Context: an optimization exercise on an open-source flow, tuned for small area. The choices shown serve that exercise and are no tape-out recipe. The RTL was checked by simulation tests, not by an equivalence proof against the original design. Power and IR drop assume default switching activity.

## flow/run.sh

```bash
#!/bin/bash
set -euo pipefail
bash standard.sh "BUFFER_PORTS_ARGS=-buffer_cell sky130_fd_sc_hd__buf_1" finish > standard_flow.log 2>&1
```

## standard.sh

```bash
#!/bin/bash
# synth_recipe.tcl (not shown) runs the flow's synth.tcl, then flattens the netlist and writes it again
# the make line also repeats each setting of config.mk as NAME=value (left out here)
make -C /OpenROAD-flow-scripts/flow DESIGN_CONFIG=/design/flow/config.mk WORK_HOME=/design/flow/orfs CLKGATE_MAP_FILE= SYNTH_SCRIPT=/design/flow/synth_recipe.tcl "${@:-finish}"
```

## config.mk

```make
export PLATFORM = sky130hd
export DESIGN_NAME = ck16v
export DESIGN_NICKNAME = ck16v
export VERILOG_FILES = /design/flow/design.v
export SDC_FILE = /design/flow/constraint.sdc
export NUM_CORES = 4
export LEC_CHECK = 0
export CAP_MARGIN = 20
export CORE_MARGIN = 2
export CORE_UTILIZATION = 40
export CTS_BUF_LIST = sky130_fd_sc_hd__clkbuf_4 sky130_fd_sc_hd__clkbuf_8
export SLEW_MARGIN = 20
export SYNTH_HIERARCHICAL = 1
export SYNTH_MINIMUM_KEEP_SIZE = 0
```

## constraint.sdc

```tcl
create_clock -name core_clock -period 70.0 [get_ports {clk}]
set_input_delay 14.0000 -clock core_clock [delete_from_list [all_inputs] [get_ports {clk}]]
set_output_delay 14.0000 -clock core_clock [all_outputs]
set_load 0.01 [all_outputs]
```

## design.v

```verilog
module ck16v_fa (
    input  wire a,
    input  wire b,
    input  wire c,
    output wire s,
    output wire co
);
    assign s  = a ^ b ^ c;
    assign co = (a & b) | (c & (a ^ b));
endmodule
module ck16v_ha (
    input  wire a,
    input  wire b,
    output wire s,
    output wire co
);
    assign s  = a ^ b;
    assign co = a & b;
endmodule
module ck16v_oai (
    input  wire onen,
    input  wire twon,
    input  wire rn,
    input  wire rln,
    output wire y
);
    assign y = ~((onen | rn) & (twon | rln));
endmodule
module ck16v_xor (
    input  wire a,
    input  wire b,
    output wire y
);
    assign y = a ^ b;
endmodule
module ck16v_bsel (
    input  wire onen,
    input  wire twon,
    input  wire neg,
    input  wire rn,
    input  wire rln,
    output wire p
);
    wire y;
    ck16v_oai u_a (.onen(onen), .twon(twon), .rn(rn), .rln(rln), .y(y));
    ck16v_xor u_x (.a(y), .b(neg), .y(p));
endmodule
module ck16v_add #(
    parameter integer W    = 8,
    parameter integer BW   = 8,
    parameter integer CI   = 0
) (
    input  wire [W-1:0]  a,
    input  wire [BW-1:0] b,
    input  wire          ci,
    output wire [W-1:0]  s,
    output wire          co
);
    wire [W:0] c;
    assign c[0] = ci;
    genvar i;
    generate
        for (i = 0; i < W; i = i + 1) begin : g
            if (i < BW) begin : f
                if (i == 0 && CI == 0) begin : h
                    ck16v_ha u (.a(a[i]), .b(b[i]), .s(s[i]), .co(c[i+1]));
                end else begin : x
                    ck16v_fa u (.a(a[i]), .b(b[i]), .c(c[i]), .s(s[i]), .co(c[i+1]));
                end
            end else begin : h
                ck16v_ha u (.a(a[i]), .b(c[i]), .s(s[i]), .co(c[i+1]));
            end
        end
    endgenerate
    assign co = c[W];
endmodule
module ck16v (
    input  wire              clk,
    input  wire              rst,
    input  wire              tick,
    input  wire [31:0]       enc_pos,
    input  wire              dec_req,
    input  wire              frame_present,
    input  wire [95:0]       fb,
    output wire              dec_ack,
    output wire              result_valid,
    output wire [7:0]        result_code,
    input  wire              cal_req,
    output wire              cal_ack,
    output wire              speed_set_stb,
    output wire [7:0]        speed_set_id,
    output wire [7:0]        speed_set_pct,
    output wire [7:0]        speed_set_dir,
    output wire              angle_set_stb,
    output wire [15:0]       angle_set_angle,
    output wire [7:0]        angle_set_dir,
    output wire              horn_stb,
    output wire [16:0]       horn_ms,
    output wire              light_stb,
    output wire [1:0]        light_ch,
    output wire              light_on,
    input  wire [31:0]       enc_payload,
    input  wire [7:0]        enc_id,
    output wire [95:0]       enc_frame,
    output wire [15:0]       enc_ck,
    output wire              busy,
    output wire              calibrated,
    output wire [1:0]        ctl_state,
    output wire [2:0]        ctl_status,
    output wire [6:0]        act_duty,
    output wire              act_dir
);
    wire [7:0]  es0;
    wire [8:0]  es1;
    wire [9:0]  es2, es3;
    wire        eco0, eco1, eco2, eco3;
    ck16v_add #(8, 8, 1)  u_e0 (.a(enc_payload[7:0]), .b(enc_payload[15:8]), .ci(1'b1),
                                .s(es0), .co(eco0));
    ck16v_add #(9, 8, 0)  u_e1 (.a({eco0, es0}), .b(enc_payload[23:16]), .ci(1'b0),
                                .s(es1), .co(eco1));
    ck16v_add #(10, 8, 0) u_e2 (.a({eco1, es1}), .b(enc_payload[31:24]), .ci(1'b0),
                                .s(es2), .co(eco2));
    ck16v_add #(10, 8, 0) u_e3 (.a(es2), .b(enc_id), .ci(1'b0), .s(es3), .co(eco3));
    wire [15:0] enc_sum = {5'd0, eco3, es3};
    assign enc_ck    = enc_sum;
    assign enc_frame = {16'h0D0A, enc_sum, 8'd1, enc_payload, enc_id, 16'hAA55};
    reg [1:0]  state;       
    reg [2:0]  status;
    reg        duty;        
    reg        dir;
    reg [6:0]  cnt;
    reg [32:0] x2n;         
    reg [31:0] x3n;         
    reg        kc;          
    reg [4:0]  ga;          
    reg        gdir;        
    wire idle = ~state[0];
    assign busy       = state[0];
    assign calibrated = state[1];
    assign ctl_state  = state;
    assign ctl_status = status;
    assign act_duty   = {1'b0, duty, duty, 2'b00, duty, 1'b0};
    assign act_dir    = dir;
    wire [7:0]  f_id    = fb[23:16];
    wire [7:0]  p0      = fb[31:24];
    wire [7:0]  p1      = fb[39:32];
    wire [7:0]  p2      = fb[47:40];
    wire [7:0]  p3      = fb[55:48];
    wire [7:0]  f_count = fb[63:56];
    wire [15:0] f_cks   = fb[79:64];
    wire [7:0]  ds0;
    wire [8:0]  ds1;
    wire [9:0]  ds2, ds3;
    wire [10:0] ds4;
    wire        dco0, dco1, dco2, dco3, dco4;
    ck16v_add #(8, 8, 0)  u_d0 (.a(p0), .b(p1), .ci(1'b0), .s(ds0), .co(dco0));
    ck16v_add #(9, 8, 0)  u_d1 (.a({dco0, ds0}), .b(p2), .ci(1'b0), .s(ds1), .co(dco1));
    ck16v_add #(10, 8, 0) u_d2 (.a({dco1, ds1}), .b(p3), .ci(1'b0), .s(ds2), .co(dco2));
    ck16v_add #(10, 8, 0) u_d3 (.a(ds2), .b(f_id), .ci(1'b0), .s(ds3), .co(dco3));
    ck16v_add #(11, 8, 0) u_d4 (.a({dco3, ds3}), .b(f_count), .ci(1'b0), .s(ds4), .co(dco4));
    wire cks_ok = ({5'd0, ds4} == f_cks);
    wire marks_ok = (fb[15:0] == 16'hAA55) && (fb[95:80] == 16'h0D0A);
    wire ang_ok   = p2[7] ? (p2 == 8'hFF && p1 >= 8'h60) : (p2 == 8'h00 && p1 <= 8'd25);
    reg [3:0] rc;
    always @(*) begin
        if (!frame_present)
            rc = 4'd1;
        else if (!marks_ok)
            rc = 4'd2;
        else if (!cks_ok)
            rc = 4'd3;
        else begin
            case (f_id)
                8'd1: begin
                    if (p0 != 8'd1 && p0 != 8'd2)      rc = 4'd5;
                    else if (p1 > 8'd100)              rc = 4'd6;
                    else if (p2 != 8'd0 && p2 != 8'd1) rc = 4'd7;
                    else                               rc = 4'd0;
                end
                8'd2:    rc = ang_ok ? 4'd0 : 4'd8;
                8'd3:    rc = p1[7] ? 4'd9 : 4'd0;
                8'd4:    rc = (p1 > 8'd7) ? 4'd10 : 4'd0;
                8'd5:    rc = 4'd0;
                default: rc = 4'd4;
            endcase
        end
    end
    assign cal_ack      = ~rst & idle & cal_req;
    assign dec_ack      = ~rst & idle & ~cal_req & dec_req;
    assign result_valid = dec_ack;
    assign result_code  = dec_ack ? {4'd0, rc} : 8'd0;
    wire dec_ok = dec_ack && (rc == 4'd0);
    assign speed_set_stb   = dec_ok && (f_id == 8'd1);
    assign speed_set_id    = p0;
    assign speed_set_pct   = p1;
    assign speed_set_dir   = p2;
    assign angle_set_stb   = dec_ok && (f_id == 8'd2);
    assign angle_set_angle = {p2, p1};
    assign angle_set_dir   = p3;
    assign horn_stb        = dec_ok && (f_id == 8'd3);
    wire [6:0]  hq = p1[6:0];
    wire [11:0] horn_hi;
    wire        horn_co;
    ck16v_add #(12, 12, 1) u_h (.a({hq, hq[6:2]}), .b({{5{f_id[0]}}, ~hq}), .ci(f_id[0]),
                                .s(horn_hi), .co(horn_co));
    assign horn_ms         = {horn_hi, hq[1:0], 3'b000};
    assign light_stb       = dec_ok && (f_id == 8'd4);
    assign light_ch        = p1[2:1];
    assign light_on        = ~p1[0];
    wire [31:0] e  = enc_pos;
    wire [32:0] es = {e[31], e};
    wire [32:0] d0;
    wire        d0_co;
    ck16v_add #(33, 33, 1) u_d0s (.a(es), .b({x3n[31], x3n}), .ci(~(state[1] & kc)), .s(d0), .co(d0_co));
    wire near2 = (&d0[32:1]) | ~(|d0[32:1]) | (d0 == 33'd2);
    wire cnt_full = &cnt;
    wire match  = cnt[6] & near2;
    wire limit  = match & cnt_full;
    wire [32:0] rng;
    wire        rng_co;
    ck16v_add #(33, 33, 1) u_rng (.a(es), .b(x2n), .ci(dir), .s(rng), .co(rng_co));
    wire        glim = state[0] & limit;
    wire [32:0] rngn = ~rng & {33{glim}};
    wire [31:0] uh;
    wire        uh_co;
    ck16v_add #(32, 32, 1) u_sum (.a(e), .b(rngn[32:1]), .ci(rngn[0]), .s(uh), .co(uh_co));
    wire [36:0] n9;
    wire        n9_co;
    ck16v_add #(32, 32, 0) u_n9 (.a({{2{d0[32]}}, d0[32:3]}), .b(d0[31:0]), .ci(1'b0),
                                 .s(n9[34:3]), .co(n9_co));
    assign n9[36:35] = {d0[32], n9_co};
    assign n9[2:0]   = d0[2:0];
    wire [38:0] n45;
    wire        n45_co;
    ck16v_add #(36, 36, 0) u_n45 (.a({n9[36], n9[36:2]}), .b(n9[35:0]), .ci(1'b0),
                                  .s(n45[37:2]), .co(n45_co));
    assign n45[38]  = n45_co;
    assign n45[1:0] = n9[1:0];
    wire [31:0] rn = x2n[31:0];       
    wire one0 = ga[0];
    wire two0 = ga[1] & ~ga[0];
    wire neg0 = ga[1] ^ gdir;
    wire one1 = ga[2] ^ ga[1];
    wire two1 = ga[3] ? (~ga[2] & ~ga[1]) : (ga[2] & ga[1]);
    wire neg1 = ga[3] ^ gdir;
    wire one2 = ga[4] ^ ga[3];
    wire two2 = ga[4] & ga[3];
    wire neg2 = gdir;                      
    wire one0n = ~one0, two0n = ~two0;
    wire one1n = ~one1, two1n = ~two1;
    wire one2n = ~one2, two2n = ~two2;
    wire [33:0] pp0, pp1, pp2;
    assign pp0[33] = neg0;
    assign pp1[33] = neg1;
    assign pp2[33] = neg2;
    genvar j;
    generate
        for (j = 0; j < 33; j = j + 1) begin : bs
            if (j == 0) begin : l
                assign pp0[j] = (one0 & ~rn[j]) ^ neg0;
                assign pp1[j] = (one1 & ~rn[j]) ^ neg1;
                assign pp2[j] = (one2 & ~rn[j]) ^ neg2;
            end else if (j == 32) begin : h
                assign pp0[j] = (two0 & ~rn[j-1]) ^ neg0;
                assign pp1[j] = (two1 & ~rn[j-1]) ^ neg1;
                assign pp2[j] = (two2 & ~rn[j-1]) ^ neg2;
            end else begin : m
                ck16v_bsel u0 (.onen(one0n), .twon(two0n), .neg(neg0), .rn(rn[j]), .rln(rn[j-1]), .p(pp0[j]));
                ck16v_bsel u1 (.onen(one1n), .twon(two1n), .neg(neg1), .rn(rn[j]), .rln(rn[j-1]), .p(pp1[j]));
                ck16v_bsel u2 (.onen(one2n), .twon(two2n), .neg(neg2), .rn(rn[j]), .rln(rn[j-1]), .p(pp2[j]));
            end
        end
    endgenerate
    wire [36:0] x1;
    wire [1:0]  x1lo;
    wire        x1c, x1co;
    ck16v_add #(2, 1, 0) u_x1l (.a(pp0[1:0]), .b(neg0), .ci(1'b0), .s(x1lo), .co(x1c));
    ck16v_add #(35, 35, 1) u_x1 (.a({{3{pp0[33]}}, pp0[33:2]}), .b({pp1[33], pp1}), .ci(x1c),
                                 .s(x1[36:2]), .co(x1co));
    assign x1[1:0] = x1lo;
    wire [37:0] xs2;
    wire [1:0]  xs2m;
    wire        xs2c, xs2co;
    ck16v_add #(2, 1, 0) u_x2l (.a(x1[3:2]), .b(neg1), .ci(1'b0), .s(xs2m), .co(xs2c));
    ck16v_add #(34, 34, 1) u_x2 (.a({x1[36], x1[36:4]}), .b(pp2), .ci(xs2c),
                                 .s(xs2[37:4]), .co(xs2co));
    assign xs2[3:0] = {xs2m, x1[1:0]};
    wire [40:0] w;
    wire        w_co;
    ck16v_add #(39, 39, 0) u_w (.a({{3{xs2[37]}}, xs2[37:2]}), .b(n45), .ci(1'b0),
                                .s(w[40:2]), .co(w_co));
    assign w[1:0] = xs2[1:0];
    wire w_neg   = w[40];
    wire w_hi1   = &w[40:11];
    wire w_hi0   = ~(|w[40:11]);
    wire [10:0] wl = w[10:0];
    wire lo_in   = gdir ? (wl >= 11'd1313) : (wl >= 11'd1508);    
    wire hi_in   = gdir ? (wl <= 11'd524)  : (wl <= 11'd719);
    wire below   = w_neg & ~(w_hi1 & lo_in);
    wire above   = ~w_neg & ~(w_hi0 & hi_in);
    wire in_tol  = ~below & ~above;
    wire fault   = ~x2n[32];
    wire [6:0] cnt_inc = cnt + 7'd1;
    wire sweep  = duty;                  
    always @(posedge clk) begin
        if (rst) begin
            state  <= 2'd0;
            status <= 3'd0;
            duty   <= 1'b0;
            dir    <= 1'b0;
        end else if (idle) begin
            if (cal_req) begin
                state  <= 2'd1;
                cnt    <= 7'd0;
                x2n    <= rngn;
                dir    <= 1'b0;
                duty   <= 1'b1;
                status <= 3'd0;
            end else if (angle_set_stb) begin
                ga   <= p2[7] ? 5'd0 : p1[4:0];
                gdir <= (p3 == 8'd1);
                cnt  <= 7'd0;
                if (state == 2'd0) begin
                    status <= 3'd3;
                end else begin
                    state  <= 2'd3;
                    status <= 3'd0;
                end
            end
        end else if (tick) begin
            if (!state[1]) begin
                if (!sweep) begin
                    if (cnt_full) begin
                        dir  <= 1'b1;
                        duty <= 1'b1;
                        cnt  <= 7'd0;
                    end else begin
                        cnt <= cnt_inc;
                    end
                end else if (limit) begin
                    duty <= 1'b0;
                    x2n  <= rngn;
                    x3n  <= ~uh;
                    if (!dir) begin
                        cnt <= 7'd28;
                    end else begin
                        kc     <= ~rngn[0] & uh[31];
                        state  <= 2'd2;
                        status <= 3'd1;
                    end
                end else begin
                    x3n <= ~uh;
                    cnt <= match ? cnt_inc : 7'd118;
                end
            end else begin
                if (!duty && !cnt[6]) begin
                    if (fault || in_tol) begin
                        state  <= 2'd2;
                        status <= fault ? 3'd4 : 3'd2;
                    end else begin
                        dir  <= below;
                        duty <= 1'b1;
                        cnt  <= 7'd123;
                    end
                end else begin
                    if (cnt_full) begin
                        duty <= 1'b0;
                        cnt  <= duty ? 7'd123 : 7'd0;
                    end else begin
                        cnt <= cnt_inc;
                    end
                end
            end
        end
    end
endmodule
```

==> impl_metrics.tcl, run 1 <==
set metrics [dict create \
    final-hold-violation-count 0 \
    layout.area.seq_mm2 0.00251 \
    yosysSeqAreaShare_pct 17.2 \
    cts_root_buf "clkbuf_8" \
    cpMostUsedCell "fa_1" \
    synth_area_mm2 0.0146 \
    period_needed_ns 41.70 \
    io_buffers 322 \
    clk_path_buf_depth 2 \
    multi_input_area_mm2 0.0108 \
    layout.nets 1966 \
    grt-ovfl-total 0 \
    synth-edff-count 79 \
    numCtsBuffers 9 \
    crit_type "input pin to register" \
    fillers 3454 \
    status "finished clean" \
    rsz0062_at_grt "false" \
    yosysTopAreaCell "fa_1" \
    clk_latency_ns 0.40 \
    p_total_uw 461 \
    min_period_over_period_pct 59.6 \
    drc 0 \
    path_clk_slew_ns 0.11 \
    place_inst 1863 \
    final_cell_area_mm2 0.0156 \
    antenna_found_initial 1 \
    ys_types 60 \
    grt_pass1_wl_um 57300 \
    initial_utilization_pct 40.9 \
    die_w_um 195 \
    setup_viol 0 \
    cts_tree "done" \
    post_cts_resized 0 \
    tightestPinTransition_ns 0.836 \
    crit_path_end_kind "register" \
    syn_to_final_growth_pct 6.59 \
    start_kind "input pin" \
    antenna_left 0 \
    ys_async_sr_fraction_pct 0 \
    ios 384 \
    drt-total-wl_um 35000 \
    hold_path_class "register to register" \
    cts_setup_buffers 0 \
    wl_per_cell_um 18.6 \
    fmax_mhz 24.0 \
    endpoint "kc$_DFFE_PP_" \
    yosysTopAreaCellShare_pct 47.6 \
    place_congestion 0.857 \
    hpwl_um 29300 \
    yosysWarnings 7 \
    layout_commonest_cell "fa_1" \
    firstDrtPassIters 14 \
    hold_path_depth 2 \
    arrival_ns 41.83 \
    r2r_cells 75 \
    synthTopCellsByArea "fa_1 48%, edfxtp_1 16%, buf_4 8.8%" \
    ir_worst_vdd_uv 29.0 \
    grt_max_degree 42 \
    htreeDepth 3 \
    power.density_mw_per_mm2 29.6 \
    finalNonFillerCells 1879 \
    synthFlopType "edfxtp_1" \
    fp-row-count 69 \
    holdBufCountCts 0 \
    die_area_mm2 0.0381 \
    finalMaxSlewViolations 0 \
    final_cell_mix "347 x fa_1, 322 x buf_1, 95 x xor2_1" \
    grt_usage_pct 19.2 \
    vias_per_cell 5.23 \
    slew_headroom_pct 43.7 \
    coreArea_mm2 0.0357 \
    syn_avg_cell_area_um2 12.2 \
    crit_fanout 33 \
    timing.rr.start "state[1]$_SDFFE_PP0P_" \
    place_area_mm2 0.0154 \
    reg2reg_slack_ns 41.04 \
    vias 9821 \
    setup_tns_ns 0 \
    fin_skew_ns 0.0183 \
    drv_cap 0 \
    die_h_um 195 \
    first_iter_violations 563 \
    cp_slowest_cell "fa_1" \
    p_leak_uw 0.00570 \
    antenna_cells 0 \
    cts_sinks 86 \
    grt_pass1_vias 10700 \
    synth.ff_latch_count 86 \
    r2r_end "kc$_DFFE_PP_" \
    cp-startpoint "enc_pos[0]" \
    worst_path_largest_cell_delay_ns 0.77 \
    cp_data_required_time_ns 70.13 \
    syn_inst 1194 \
    drive_gt1_share_pct 2.82 \
]
## worst max-delay path: cells and delay by family
family	cells	cell delay [ns]
adder cells (fa/ha/maj)	65	26.25
buffers and inverters	3	0.68
AND/OR/NAND/NOR	5	0.62
AO/OA/AOI/OAI	2	0.30
## power by group
part | switching, µW | internal [µW]
Sequential | 2.06 | 57.2
Clock | 22.4 | 13.5
Combinational | 197 | 168
Total | 222 | 239
## metal layers
layer	vias to the layer above	track usage (%)	wire (µm)
li1	4321	-	-
met1	5090	24.5	14000
met2	377	33.9	18100
met3	33	3.47	2360
met4	0	4.41	564
met5	-	0	0
## cells in the mapped netlist (all sizes together) (16+ instances only)
master / number
inv: 51
nand2: 27
fa: 347
xnor2: 22
nor2: 73
ha: 32
buf: 173
nor4: 24
nand4: 26
o21ai: 16
edfxtp: 79
xor2: 96
o22ai: 93
## through the flow
stage | hold WS [ns] | setup slack, ns | utilization (%)
global placement | 0.491 | 28.04 | 43.1
detailed placement | 0.494 | 27.71 | 43.1
floorplan | 0.513 | 29.85 | -
finish | 0.516 | 28.30 | 43.6
global route | 0.541 | 27.28 | 43.6
CTS | 0.518 | 28.16 | 43.6
## layout make-up
cell class	instances	area share, %
multi-input cells	930	69.4
well taps	461	3.71
clock buffers	9	0.796
flip-flops and latches	86	16.1
clock inverters	7	0.354
inverters	51	1.23
repair buffers	335	8.39
## sequential cells by signal, summed over array words and instances, names as in the netlist, 2 cells and up
register,flops
cnt,7
ga,5
state,2
status,3
x2n,33
x3n,32
## kinds of logic (layout without fill, tap and decap cells)
kind of cell | count (synthesis) | after routing | synth area share, %
fa+ha+maj | 379 | 379 | 50.3
buf+inv | 238 | 402 | 10.6
simple gates | 216 | 216 | 7.86
compound gates | 151 | 151 | 6.67
xor+xnor | 118 | 118 | 7.08
flops | 86 | 86 | 17.2
mux | 4 | 4 | 0.274
other cells | 2 | 62 | 0.0514
## worst min path at each step
stage	start	end	slack [ns]
floorplan	status[0]$_SDFFE_PP0P_	status[0]$_SDFFE_PP0P_	0.51
global placement	status[0]$_SDFFE_PP0P_	status[0]$_SDFFE_PP0P_	0.49
detailed placement	status[2]$_SDFFE_PP0P_	status[2]$_SDFFE_PP0P_	0.49
CTS	status[2]$_SDFFE_PP0P_	status[2]$_SDFFE_PP0P_	0.52
global route	status[2]$_SDFFE_PP0P_	status[2]$_SDFFE_PP0P_	0.54
finish	status[2]$_SDFFE_PP0P_	status[2]$_SDFFE_PP0P_	0.52
## Yosys stat by module (local to each module, per instance), a selection
module	cells inside	times used	cell area (µm²)	flip-flops and latches
ck16v	633	1	5910	86
ck16v_fa	1	347	20.0	0
ck16v_ha	1	28	12.5	0
ck16v_xor	1	93	8.76	0
ck16v_oai	1	93	6.26	0
==> inputs of run 2 (changes only) <==
--- a/design.v
+++ b/design.v
@@ -131,7 +131,6 @@
     reg [6:0]  cnt;
     reg [32:0] x2n;         
     reg [31:0] x3n;         
-    reg        kc;          
     reg [4:0]  ga;          
     reg        gdir;        
     wire idle = ~state[0];
@@ -209,6 +208,7 @@
     assign light_on        = ~p1[0];
     wire [31:0] e  = enc_pos;
     wire [32:0] es = {e[31], e};
+    wire kc = ~x2n[0] & ~x3n[31];
     wire [32:0] d0;
     wire        d0_co;
     ck16v_add #(33, 33, 1) u_d0s (.a(es), .b({x3n[31], x3n}), .ci(~(state[1] & kc)), .s(d0), .co(d0_co));
@@ -344,7 +344,6 @@
                     if (!dir) begin
                         cnt <= 7'd28;
                     end else begin
-                        kc     <= ~rngn[0] & uh[31];
                         state  <= 2'd2;
                         status <= 3'd1;
                     end
--- a/config.mk
+++ b/config.mk
@@ -8,7 +8,7 @@
 export CAP_MARGIN = 20
 export CORE_MARGIN = 2
 export CORE_UTILIZATION = 40
-export CTS_BUF_LIST = sky130_fd_sc_hd__clkbuf_4 sky130_fd_sc_hd__clkbuf_8
+export CTS_BUF_LIST = sky130_fd_sc_hd__clkbuf_8
 export SLEW_MARGIN = 20
 export SYNTH_HIERARCHICAL = 1
 export SYNTH_MINIMUM_KEEP_SIZE = 0
==> run 2 against run 1 <==
Compared with the run above: final area up 0.81%; largest cell class unchanged; core utilization down 0.38 points; final cell count up 0.64%; flip-flop and latch count down 1; via count down 0.10%; non-clock buffer count down 1; critical path type unchanged; setup slack better by 0.15 ns; area after synthesis up 0.33%; clock power up 9.2%; synthesized cell count unchanged; total power up 1.1%.
==> impl_metrics.tcl, run 2 <==
set metrics [dict create \
    drt-total-wl_um 36000 \
    hold_path_class "register to register" \
    synth-edff-count 78 \
    power.density_mw_per_mm2 29.7 \
    firstDrtPassIters 5 \
    path_clk_slew_ns 0.10 \
    synthTopCellsByCount "347 x fa_1, 171 x buf_4, 106 x xor2_1" \
    p_switching_uw 222 \
    period_needed_ns 41.55 \
    die_w_um 195 \
    timing.rr.start "state[1]$_SDFFE_PP0P_" \
    numCtsBuffers 9 \
    cp-startpoint "enc_pos[0]" \
    htreeDepth 3 \
    final-hold-violation-count 0 \
    yosysSeqAreaShare_pct 16.9 \
    antenna_left 0 \
    setup_viol 0 \
    fillers 3484 \
    finalMaxSlewViolations 0 \
    cpMostUsedCell "fa_1" \
    slew_headroom_pct 24.6 \
    syn_inst 1194 \
    p_leak_uw 0.00586 \
    fin_skew_ns 0.0153 \
    synthFlopType "edfxtp_1" \
    layout_commonest_cell "fa_1" \
    grt_pass1_vias 10400 \
    antenna_found_initial 2 \
    cp_data_required_time_ns 70.15 \
    fmax_mhz 24.1 \
    p_seq_share_pct 12.8 \
    syn_to_final_growth_pct 7.10 \
    hpwl_um 30400 \
    grt_pass1_wl_um 57500 \
    clk_latency_ns 0.40 \
    pwr-share-comb_pct 78.8 \
    start_kind "input pin" \
    drc 0 \
    crit_family "adder cells" \
    fin_ws_ns 28.45 \
    ys_types 64 \
    crit_fanout 33 \
    initial_utilization_pct 40.3 \
    coreArea_mm2 0.0363 \
    synth_area_mm2 0.0147 \
    finalNonFillerCells 1891 \
    yosysTopAreaCell "fa_1" \
    p_total_uw 466 \
    grt-ovfl-total 0 \
    reg.largest.list "x2n: 33 flops, x3n: 32 flops, cnt: 7 flops" \
    syn_avg_cell_area_um2 12.3 \
    utilization_pct 43.2 \
    cts_sinks 85 \
    synth.ff_latch_count 85 \
    ir_worst_vdd_uv 37.1 \
    arrival_ns 41.70 \
    layout.nets 1971 \
    fp-row-count 70 \
    crit_path_end_kind "register" \
    p_clk_share_pct 8.4 \
    yosysWarnings 7 \
    final_cell_mix "347 x fa_1, 322 x buf_1, 105 x xor2_1" \
    grt_max_degree 40 \
    io_buffers 322 \
    worst_path_largest_cell_delay_ns 0.76 \
    cts_root_buf "clkbuf_8" \
    cts_setup_buffers 0 \
    regMostFlops "x2n" \
    cp.buffers_inverters 3 \
    status "finished clean" \
    synthTopCellsByArea "fa_1 47%, edfxtp_1 16%, buf_4 8.8%" \
    place_inst 1875 \
    vias 9811 \
    p_int_uw 243 \
    largest_reg_flops 33 \
    tightestPinTransition_ns 1.13 \
    cp_slowest_cell "fa_1" \
    swShare_pct 47.7 \
    vias_per_cell 5.19 \
    wl_per_cell_um 19.0 \
    post_cts_resized 0 \
    place_congestion 0.840 \
    ios 384 \
    dp_worst_setup_slack_ns 27.86 \
    clk_path_buf_depth 2 \
    min_period_over_period_pct 59.4 \
    cts_tree "done" \
    min-delay-start "status[2]$_SDFFE_PP0P_" \
    holdBufCountCts 0 \
    ys_async_sr_fraction_pct 0 \
    crit_type "input pin to register" \
    die_h_um 195 \
    first_iter_violations 486 \
    die_area_mm2 0.0382 \
    drive_gt1_share_pct 3.79 \
    grt_usage_pct 19.5 \
    yosysTopAreaCellShare_pct 47.4 \
    drv_cap 0 \
    synthMostInstantiatedCell "fa_1" \
    antenna_cells 0 \
    setup_tns_ns 0 \
    rsz0062_at_grt "false" \
]
==> run 2: cell types whose count changed in the layout (fill, tap and decap cells not counted), sizes merged, moves of 4 or more <==
cell,delta
a21oi,+11
xnor2,-11
xor2,+10
nor2,-8
a211oi,+6
nand2,-5
and2,+4
nand4,-4
or4,+4
==> run 2: per-module statistics from Yosys (local to each module, per instance), excerpt <==
module / times used / cell area, µm² / flops+latches
ck16v_ha: 28 / 12.5 / 0
ck16v: 1 / 5960 / 85
ck16v_xor: 93 / 8.76 / 0
ck16v_oai: 93 / 6.26 / 0
ck16v_fa: 347 / 20.0 / 0
==> run 2: worst paths after layout <==
check	cells past startpoint	slack (ns)	end
setup / recovery	74	28.45	x3n[31]$_DFFE_PP_
hold reg to reg	2	0.49	status[2]$_SDFFE_PP0P_
hold / removal	2	0.49	status[2]$_SDFFE_PP0P_
setup reg to reg	75	40.83	x3n[31]$_DFFE_PP_
==> run 2: power by group through the flow <==
stage | clock network, µW | registers, µW | logic [µW]
after floorplan | 0 | 59.8 | 292
after global placement | 0 | 60.8 | 360
after detailed placement | 0 | 60.8 | 369
after CTS | 41.0 | 59.7 | 371
after global routing | 42.4 | 60.0 | 423
final | 39.3 | 59.6 | 367
==> run 2: layout make-up <==
cell class	count	area [µm²]	share of cell area (%)
repair buffers	334	1300	8.28
clock inverters	7	91.3	0.582
flip-flops and latches	85	2480	15.8
clock buffers	9	124	0.789
multi-input cells	934	10900	69.5
inverters	54	203	1.29
well taps	468	586	3.73
==> run 2: logic make-up after synthesis <==
family | Yosys count | synth area share, %
DFF | 85 | 16.9
and+or+nand+nor | 208 | 7.96
xor gates and xnor gates | 117 | 6.99
other | 2 | 0.0512
AOI/OAI and AO/OA | 166 | 7.38
adders and majority gates | 379 | 50.1
buffers and inverters | 235 | 10.4
muxes | 2 | 0.137
==> run 2: tightest hold or removal path, cell delays in order, from the launching register on <==
cell and delay [ns]:
dfxtp_1 0.32, nand2b_1 0.06, mux2i_1 0.06
==> run 2: metal layers <==
metal | GRT usage [%] | wire [µm]
met1 | 26.8 | 15600
met2 | 31.5 | 17400
met3 | 4.89 | 2510
met4 | 3.76 | 457
met5 | 0 | 22
==> run 2: through the flow <==
step	hold slack, ns	area (µm²)
after global routing	0.521	15700
after global placement	0.470	15500
after detailed placement	0.471	15500
after floorplan	0.495	14900
after CTS	0.490	15700
final	0.491	15700

what the ideal ports hide:
In the flow no input, the clock included, has a driving cell. The finished layouts below were timed again as built, in two steps. Step 1 sets driving cells, clkbuf_16 on the clock port and buf_2 on the other inputs (assumed; they add their load-dependent delay and slew). Step 2 also shifts input and output timing later by t, the mid clock arrival at the registers, as if the neighbouring blocks saw the same clock. Slacks: ideal ports / drivers / drivers and shift; pairs: ideal ports / drivers.
| run | t, ns | setup WS [ns] | worst hold slack (ns) | worst setup path at the end |
|---|---|---|---|---|
| run 1 | 0.424 | 28.304 / 28.304 / 27.880 | 0.516 / 0.516 / 0.516 | input to register |
| run 2 | 0.428 | 28.454 / 28.473 / 28.044 | 0.491 / 0.491 / 0.491 | input to register |
After both steps every run listed still meets setup and hold. For run 1, which loses most, drivers alone change the setup slack by 0.000 ns; drivers and shift together by -0.424 ns.
